This is an optimization exercise on Yosys and OpenROAD, whose aim is small area, a short achievable clock period and few clock cycles per item, not a production implementation.
Only simulation tests tie the RTL to the original design; equivalence was not proved.
Power and IR drop assume default switching activity.

==> flow/design.v <==
module fxu64 (
    input  wire        clk,
    input  wire        rst,
    input  wire        cmd_valid,
    output wire        cmd_ready,
    input  wire [7:0]  cmd_op,
    input  wire [63:0] cmd_a,
    input  wire [63:0] cmd_b,
    input  wire [63:0] cmd_c,
    output wire        busy,
    output reg         done,
    output reg  [63:0] r0,
    output reg  [63:0] r1,
    output reg  [63:0] r2,
    output reg  [7:0]  status
);
    localparam integer F = 32;
    localparam [7:0] OP_MULW   = 8'h00, OP_DIVW  = 8'h01, OP_SHDIV = 8'h02,
                     OP_FADD   = 8'h10, OP_FSUB  = 8'h11, OP_FMUL  = 8'h12,
                     OP_FDIV   = 8'h13, OP_FREM  = 8'h14, OP_FNEG  = 8'h15,
                     OP_FCMP   = 8'h16, OP_FCLASS = 8'h17, OP_FCONST = 8'h18;
    localparam [63:0] NAN  = 64'h8000_0000_0000_0000;
    localparam [63:0] PINF = 64'h7FFF_FFFF_FFFF_FFFF;
    localparam [63:0] NINF = 64'h8000_0000_0000_0001;
    localparam [63:0] MAXF = 64'h7FFF_FFFF_FFFF_FFFE;
    localparam [63:0] MINF = 64'h8000_0000_0000_0002;
    localparam [7:0] ST_OK = 8'h00, ST_ILL = 8'h03, ST_DZ = 8'h04,
                     ST_DZ_ERR = 8'h05, ST_NV = 8'h08, ST_OF = 8'h10;
    localparam [1:0] S_IDLE = 2'd0, S_MUL = 2'd1, S_DIV = 2'd2, S_FIN = 2'd3;
    reg [1:0]  state;
    reg [7:0]  op;
    reg [63:0] ra, rb, rc;
    reg [6:0]  cnt;
    assign busy      = (state != S_IDLE);
    assign cmd_ready = !busy && !rst;
    wire accept = cmd_valid && cmd_ready;
    wire [63:0] in_abs_a = cmd_a[63] ? -cmd_a : cmd_a;
    wire [63:0] in_abs_b = cmd_b[63] ? -cmd_b : cmd_b;
    wire [63:0] in_abs_c = cmd_c[63] ? -cmd_c : cmd_c;
    wire [127:0] in_n128  = {cmd_b, cmd_a};
    wire [127:0] in_abs_n = cmd_b[63] ? -in_n128 : in_n128;
    wire in_is_mul = (cmd_op == OP_MULW) || (cmd_op == OP_FMUL);
    wire in_is_div = (cmd_op == OP_DIVW) || (cmd_op == OP_SHDIV) ||
                     (cmd_op == OP_FDIV) || (cmd_op == OP_FREM);
    reg  [63:0] mcand;
    reg  [63:0] mhi, mlo;
    wire [64:0] madd = {1'b0, mhi} + (mlo[0] ? {1'b0, mcand} : 65'd0);
    reg  [127:0] dq;
    reg  [63:0]  drem;
    reg  [63:0]  dvs;
    wire [64:0]  dtrial = {drem, dq[127]};
    wire [65:0]  dsub   = {1'b0, dtrial} - {2'b0, dvs};
    wire         dge    = !dsub[65];
    always @(posedge clk) begin
        if (rst) begin
            state <= S_IDLE;
        end else begin
            case (state)
                S_IDLE: if (accept) begin
                    op  <= cmd_op;
                    ra  <= cmd_a;
                    rb  <= cmd_b;
                    rc  <= cmd_c;
                    cnt <= 7'd0;
                    if (in_is_mul)      state <= S_MUL;
                    else if (in_is_div) state <= S_DIV;
                    else                state <= S_FIN;
                end
                S_MUL: begin
                    cnt <= cnt + 7'd1;
                    if (cnt == 7'd63) state <= S_FIN;
                end
                S_DIV: begin
                    cnt <= cnt + 7'd1;
                    if (cnt == 7'd127) state <= S_FIN;
                end
                default: state <= S_IDLE;
            endcase
        end
    end
    always @(posedge clk) begin
        if (state == S_IDLE) begin
            mcand <= in_abs_a;
            mhi   <= 64'd0;
            mlo   <= in_abs_b;
        end else if (state == S_MUL) begin
            {mhi, mlo} <= {madd, mlo[63:1]};
        end
    end
    always @(posedge clk) begin
        if (state == S_IDLE) begin
            drem <= 64'd0;
            case (cmd_op)
                OP_DIVW: begin
                    dq  <= in_abs_n;
                    dvs <= in_abs_c;
                end
                OP_SHDIV: begin
                    dq  <= {32'd0, cmd_a, 32'd0};
                    dvs <= cmd_b;
                end
                OP_FDIV: begin
                    dq  <= {64'd0, in_abs_a} << F;
                    dvs <= in_abs_b;
                end
                default: begin  
                    dq  <= {64'd0, in_abs_a};
                    dvs <= in_abs_b;
                end
            endcase
        end else if (state == S_DIV) begin
            drem <= dge ? dsub[63:0] : dtrial[63:0];
            dq   <= {dq[126:0], dge};
        end
    end
    wire a_nan  = (ra == NAN);
    wire a_pinf = (ra == PINF);
    wire a_ninf = (ra == NINF);
    wire a_inf  = a_pinf || a_ninf;
    wire a_zero = (ra == 64'd0);
    wire b_nan  = (rb == NAN);
    wire b_pinf = (rb == PINF);
    wire b_ninf = (rb == NINF);
    wire b_inf  = b_pinf || b_ninf;
    wire b_zero = (rb == 64'd0);
    wire any_nan = a_nan || b_nan;
    function [64:0] sat65;    
        input [64:0] v;
        begin
            if (!v[64] && (v[63:0] > MAXF))
                sat65 = {1'b1, PINF};
            else if (v[64] && (v[63:0] < MINF))
                sat65 = {1'b1, NINF};
            else
                sat65 = {1'b0, v[63:0]};
        end
    endfunction
    function [64:0] satmag;   
        input         neg;
        input [127:0] m;
        begin
            if (m > {64'd0, MAXF})
                satmag = {1'b1, neg ? NINF : PINF};
            else
                satmag = {1'b0, neg ? -m[63:0] : m[63:0]};
        end
    endfunction
    wire [64:0] sum65  = {ra[63], ra} + {rb[63], rb};
    wire [64:0] diff65 = {ra[63], ra} - {rb[63], rb};
    wire [64:0] sat_sum  = sat65(sum65);
    wire [64:0] sat_diff = sat65(diff65);
    wire         prod_neg = ra[63] ^ rb[63];
    wire [127:0] prod_mag = {mhi, mlo};
    wire [127:0] prod_s   = prod_neg ? -prod_mag : prod_mag;
    wire [127:0] fm_q     = prod_mag >> F;
    wire         fm_half  = prod_mag[F-1];
    wire         fm_stk   = |prod_mag[F-2:0];
    wire [127:0] fm_m     = fm_q + {127'd0, fm_half && (fm_stk || fm_q[0])};
    wire [64:0]  fm_res   = satmag(prod_neg, fm_m);
    wire [127:0] quo_mag  = dq;
    wire [63:0]  rem_mag  = drem;
    wire         dw_qneg  = rb[63] ^ rc[63];
    wire [127:0] dw_q     = dw_qneg ? -quo_mag : quo_mag;
    wire [63:0]  dw_r     = rb[63] ? -rem_mag : rem_mag;
    wire         dw_of    = !dw_qneg && quo_mag[127];
    wire [64:0]  fd_2r    = {rem_mag, 1'b0};
    wire         fd_up    = (fd_2r > {1'b0, dvs}) || ((fd_2r == {1'b0, dvs}) && quo_mag[0]);
    wire [127:0] fd_m     = quo_mag + {127'd0, fd_up};
    wire [64:0]  fd_res   = satmag(prod_neg, fd_m);
    wire [63:0]  fr_r     = ra[63] ? -rem_mag : rem_mag;
    wire        cmp_eq  = (ra == rb);
    wire        cmp_lt  = ($signed(ra) < $signed(rb));
    wire        cmp_ord = !any_nan;
    wire [63:0] cmp_vec = {58'd0,
                           cmp_ord && !cmp_lt,              
                           cmp_ord && !cmp_lt && !cmp_eq,   
                           cmp_ord && (cmp_lt || cmp_eq),   
                           cmp_ord && cmp_lt,               
                           !(cmp_ord && cmp_eq),            
                           cmp_ord && cmp_eq};              
    wire [63:0] cmp_code = !cmp_ord ? 64'd3 : cmp_eq ? 64'd0 : cmp_lt ? 64'd1 : 64'd2;
    reg [63:0] kconst;
    always @(*) begin
        case (ra[2:0])
            3'd0: kconst = 64'h0000_0000_0000_0001;
            3'd1: kconst = NAN;
            3'd2: kconst = PINF;
            3'd3: kconst = MAXF;
            3'd4: kconst = MINF;
            3'd5: kconst = 64'h7FFF_FFFF_0000_0000;
            3'd6: kconst = 64'h8000_0001_0000_0000;
            default: kconst = NINF;
        endcase
    end
    reg [63:0] n0, n1, n2;
    reg [7:0]  nst;
    reg        nwr;     
    always @(*) begin
        n0 = 64'd0; n1 = 64'd0; n2 = 64'd0; nst = ST_OK; nwr = 1'b1;
        case (op)
            OP_MULW: begin
                n0 = prod_s[63:0];
                n1 = prod_s[127:64];
            end
            OP_DIVW: begin
                if (rc == 64'd0) begin
                    nst = ST_DZ_ERR; nwr = 1'b0;
                end else begin
                    n0 = dw_q[63:0];
                    n1 = dw_q[127:64];
                    n2 = dw_r;
                    nst = dw_of ? ST_OF : ST_OK;
                end
            end
            OP_SHDIV: begin
                if (rb == 64'd0) begin
                    nst = ST_DZ_ERR; nwr = 1'b0;
                end else begin
                    n0 = quo_mag[63:0];
                    n1 = quo_mag[127:64];
                    n2 = rem_mag;
                end
            end
            OP_FADD: begin
                if (any_nan)                          n0 = NAN;
                else if ((a_pinf && b_ninf) || (a_ninf && b_pinf)) begin
                    n0 = NAN; nst = ST_NV;
                end
                else if (a_inf)                       n0 = ra;
                else if (b_inf)                       n0 = rb;
                else begin
                    n0 = sat_sum[63:0];
                    nst = sat_sum[64] ? ST_OF : ST_OK;
                end
            end
            OP_FSUB: begin
                if (any_nan)                          n0 = NAN;
                else if ((a_pinf && b_pinf) || (a_ninf && b_ninf)) begin
                    n0 = NAN; nst = ST_NV;
                end
                else if (a_inf)                       n0 = ra;
                else if (b_pinf)                      n0 = NINF;
                else if (b_ninf)                      n0 = PINF;
                else begin
                    n0 = sat_diff[63:0];
                    nst = sat_diff[64] ? ST_OF : ST_OK;
                end
            end
            OP_FMUL: begin
                if (any_nan)                          n0 = NAN;
                else if ((a_inf && b_zero) || (b_inf && a_zero)) begin
                    n0 = NAN; nst = ST_NV;
                end
                else if (a_inf || b_inf)              n0 = prod_neg ? NINF : PINF;
                else begin
                    n0 = fm_res[63:0];
                    nst = fm_res[64] ? ST_OF : ST_OK;
                end
            end
            OP_FDIV: begin
                if (any_nan)                          n0 = NAN;
                else if ((a_zero && b_zero) || (a_inf && b_inf)) begin
                    n0 = NAN; nst = ST_NV;
                end
                else if (a_inf)                       n0 = prod_neg ? NINF : PINF;
                else if (b_inf)                       n0 = 64'd0;
                else if (b_zero) begin
                    n0 = ra[63] ? NINF : PINF; nst = ST_DZ;
                end
                else begin
                    n0 = fd_res[63:0];
                    nst = fd_res[64] ? ST_OF : ST_OK;
                end
            end
            OP_FREM: begin
                if (any_nan)                          n0 = NAN;
                else if (a_inf || b_inf)              n0 = ra;
                else if (b_zero) begin
                    n0 = NAN; nst = ST_DZ;
                end
                else                                  n0 = fr_r;
            end
            OP_FNEG:   n0 = -ra;
            OP_FCMP: begin
                n0 = cmp_code;
                n1 = cmp_vec;
            end
            OP_FCLASS: n0 = {59'd0, !(a_nan || a_inf), a_ninf, a_pinf, a_inf, a_nan};
            OP_FCONST: n0 = kconst;
            default: begin
                nst = ST_ILL; nwr = 1'b0;
            end
        endcase
    end
    always @(posedge clk) begin
        if (rst) begin
            r0     <= 64'd0;
            r1     <= 64'd0;
            r2     <= 64'd0;
            status <= 8'd0;
            done   <= 1'b0;
        end else begin
            done <= (state == S_FIN);
            if (state == S_FIN) begin
                status <= nst;
                if (nwr) begin
                    r0 <= n0;
                    r1 <= n1;
                    r2 <= n2;
                end
            end
        end
    end
endmodule
==> flow/run.sh <==
#!/bin/bash
# synth_recipe.tcl (not shown) runs the flow's synth.tcl, then flattens the netlist and writes it again
# the make line also repeats each setting of config.mk as NAME=value (left out here)
make -C /OpenROAD-flow-scripts/flow DESIGN_CONFIG=/design/flow/config.mk WORK_HOME=/design/flow/orfs CLKGATE_MAP_FILE= SYNTH_SCRIPT=/design/flow/synth_recipe.tcl finish
==> flow/config.mk <==
export PLATFORM = sky130hd
export DESIGN_NAME = fxu64
export DESIGN_NICKNAME = fxu64
export VERILOG_FILES = /design/flow/design.v
export SDC_FILE = /design/flow/constraint.sdc
export NUM_CORES = 4
export LEC_CHECK = 0
export CAP_MARGIN = 20
export CORE_MARGIN = 2
export CORE_UTILIZATION = 25
export PLACE_DENSITY = 0.35
export SLEW_MARGIN = 20
==> flow/constraint.sdc <==
create_clock -name core_clock -period 15.0 [get_ports {clk}]
set_input_delay 3.0000 -clock core_clock [delete_from_list [all_inputs] [get_ports {clk}]]
set_output_delay 3.0000 -clock core_clock [all_outputs]
set_load 0.01 [all_outputs]
==> results.tsv <==
metric	value	unit
gp_congestion	1.08	
netlist.area_leader.share	0.182	
max_freq	84.5	MHz
antenna_found_initial	108	
async_flop_share	0	
final.setup.tns	0	ns
highest_layer	met5	
synth_fa_ha_area_frac	0.0416	
route.met2.wl	283000	um
ioPinCount	406	
row_count	216	
status	finished clean	
cp_max_fo	33	
synth_top_family_by_area	simple AND/OR/NAND/NOR gates	
nets	12500	
wl_per_cell	41.9	um
vias	106000	
avgSynthCellArea	7.34	um2
dp_hpwl	569000	um
fillCellCount	37700	
ys_types	98	
post-cts-setup-buffers	0	
largest_reg_flops	128	
cpPeakStageDelay	0.98	ns
rsz0062_at_grt	false	
crit_end	r0[36]	
wirelength	699000	um
grt_overflow	0	
synth-simple-area-share	0.274	
hold_class	reg -> reg	
grt_pass1_wl	913000	um
coreArea	346000	um2
p_per_area	186	nW/um2
cts_inserted_buffers	121	
end_kind	flip-flop	
ff2ff_path_depth	29	
start_util	0.251	
synth.largest_area_cell	edfxtp_1	
ys_ff_latch	855	
clockRootBuffer	clkbuf_16	
synth_flop_cell	edfxtp_1	
ys_top_cells_by_area	edfxtp_1, dfxtp_1, xnor2_1	
dpl_cell_area	97600	um2
arrival	12.60	ns
vdd_drop_max	160	uV
leakage	35.3	nW
vias_per_cell	6.35	
synth_edf_count	527	
cts_tree	done	
netlist_area	87000	um2
clock_skew	0.102	ns
die_area	353000	um2
chipWidth	594	um
tightest_slew	1.42	ns
grt_max_degree	146	
synth_xor_area_frac	0.0946	
cts_max_path_buffers	4	
clk_latency	0.94	ns
die_h	594	um
clock-sinks	855	
drv_slew	0	
met1Wirelength	296000	um
drt_iter0_drc	16600	
timing.rr.end	r0[36]	
cts_hold_buf	0	
worst_setup_path_start_kind	flip-flop	
fin_area	102000	um2
setup_viol	0	
regMostFlops	dq	
post_synth_inst_count	11800	
area_growth	17.0	%
drive_gt1_frac	0.0824	
wl_met3	73200	um
clk_pin_slew	0.07	ns
hold_violations	0	
grt_pass1_vias	95500	
synthMuxAreaShare	0.0168	
ant_nets	0	
ctsResizeCount	0	
synth_compound_area_frac	0.259	
yosysSeqAreaShare	0.257	
period_share	0.789	
htreeDepth	3	
drv_cap	0	
dr.pass1.iters	9	
grt_usage	0.377	
ff2ff_setup_slack	3.16	ns
synth_warnings	1	
crit_required	15.76	ns
min_period	11.84	ns
io_buffers	402	
cp_slowest_cell	nor4_2	
layout_common_cells	nor2_1, nand2_1, a21oi_1	
route.detailed.drc	0	
critPathLaunch	drem[29]	
slew_headroom	0.0404	
rr_startpoint	drem[29]	
crit_type	reg -> reg	
final_common_cell	nor2_1	
-- critical path, delay by kind of cell, from the launching register on --
kind	cells	cell delay (ns)
and+or+nand+nor	12	5.96
AOI/OAI and AO/OA	10	2.20
adders and majority gates	3	1.48
buffers and inverters	3	1.17
DFF	1	0.41
muxes	1	0.41
-- synthesized netlist by cell type, types with 33 or more instances --
master and number:
o21ai_0 894, or2_2 83, o21bai_1 50, or3_1 192, a22oi_1 171, edfxtp_1 527
a222oi_1 34, and2_1 154, or4_1 125, a31oi_1 139, o22ai_1 73, and3_1 108
nor2b_1 92, nand3_1 351, o21a_1 88, xor2_1 387, xnor2_1 552, mux2i_1 84
inv_1 375, dfxtp_1 328, nand2b_1 82, buf_1 78, nand4_1 284, nor4_1 319
mux2_2 55, a311oi_1 82, clkbuf_1 802, and4_1 33, a21o_1 143, o31ai_1 140
a21oi_1 916, o311ai_0 34, o211ai_1 105, a221oi_1 100, o41ai_1 42, a2111oi_0 41
nor2_1 1215, nor3_1 474, nand2_1 1161, a211oi_1 106, ha_1 283, o221ai_1 37
-- kinds of logic (layout without fill, tap and decap cells) --
| logic type | count (synthesis) | count (layout) |
|---|---|---|
| simple gates | 4821 | 4821 |
| flops | 855 | 855 |
| mux | 139 | 139 |
| buf+inv | 1290 | 1510 |
| compound gates | 3509 | 3509 |
| fa+ha+maj | 287 | 287 |
| xor+xnor | 939 | 939 |
| other cells | 1 | 54 |
-- cell type report --
class | instances | area (um2) | share of cell area
diodes | 51 | 128 | 0.00125
clock buffers | 158 | 3340 | 0.0328
clock inverters | 66 | 602 | 0.00591
inverters | 381 | 1440 | 0.0142
multi-input cells | 9698 | 60300 | 0.593
flip-flops and latches | 855 | 22400 | 0.220
well taps | 4578 | 5730 | 0.0563
repair buffers | 905 | 7840 | 0.0770
-- how the worst min path moves through the flow --
stage | startpoint | to | slack, ns | cells past startpoint
6_report | r1[7] | r1[7] | 0.45 | 2
5_1_grt | r1[58] | r1[58] | 0.48 | 2
4_1_cts | r1[7] | r1[7] | 0.46 | 2
3_5_place_dp | r1[7] | r1[7] | 0.45 | 2
3_3_place_gp | r1[43] | r1[43] | 0.45 | 2
2_1_floorplan | state[1] | state[1] | 0.46 | 2
-- report_power, final --
part	switching (mW)	internal (mW)
Sequential	1.02	3.26
Clock	1.31	1.70
Combinational	8.75	2.91
-- stage by stage --
step                       util  hold WS [ns]  cells  power, mW  setup WS [ns]
after floorplan               -         0.465  11800       9.50           5.43
after global placement    0.282         0.445  16400       15.4           4.00
after detailed placement  0.282         0.447  16400       15.4           3.79
after CTS                 0.293         0.456  16600       18.4           3.76
after global routing      0.294         0.477  16700       19.3           3.11
final                     0.294         0.454  16700       18.9           3.16
-- routing by layer --
metal / global-route usage / up-vias
li1: - / 44300
met2: 0.537 / 7257
met3: 0.0977 / 1365
met4: 0.215 / 32
met1: 0.510 / 53100
met5: 0 / -
Testbench counts, summed over its fixed seeds: cycles 118,848, commands 2,400.

[re-timing with driven ports]
How much do the figures lean on ideal ports? The routed layout below was timed once more, with nothing changed but the port constraints. Step 1: set_driving_cell puts a clkbuf_16 on clk and a buf_2 on each other input, an assumption about the parent block. Step 2 also shifts input and output timing later by t, the mid clock arrival at the registers, as if the neighbouring blocks saw the same clock. a / b / c = ideal / step 1 / step 2; a / b = the first two.
t (ns): 1.005
slack for setup (ns): 3.161 / 3.161 / 3.161
slew at the worst register clock pin (ns): 0.08 / 0.08
After both steps this run still meets setup and hold. For this run, drivers alone change the setup slack by 0.000 ns; drivers and shift together by 0.000 ns.
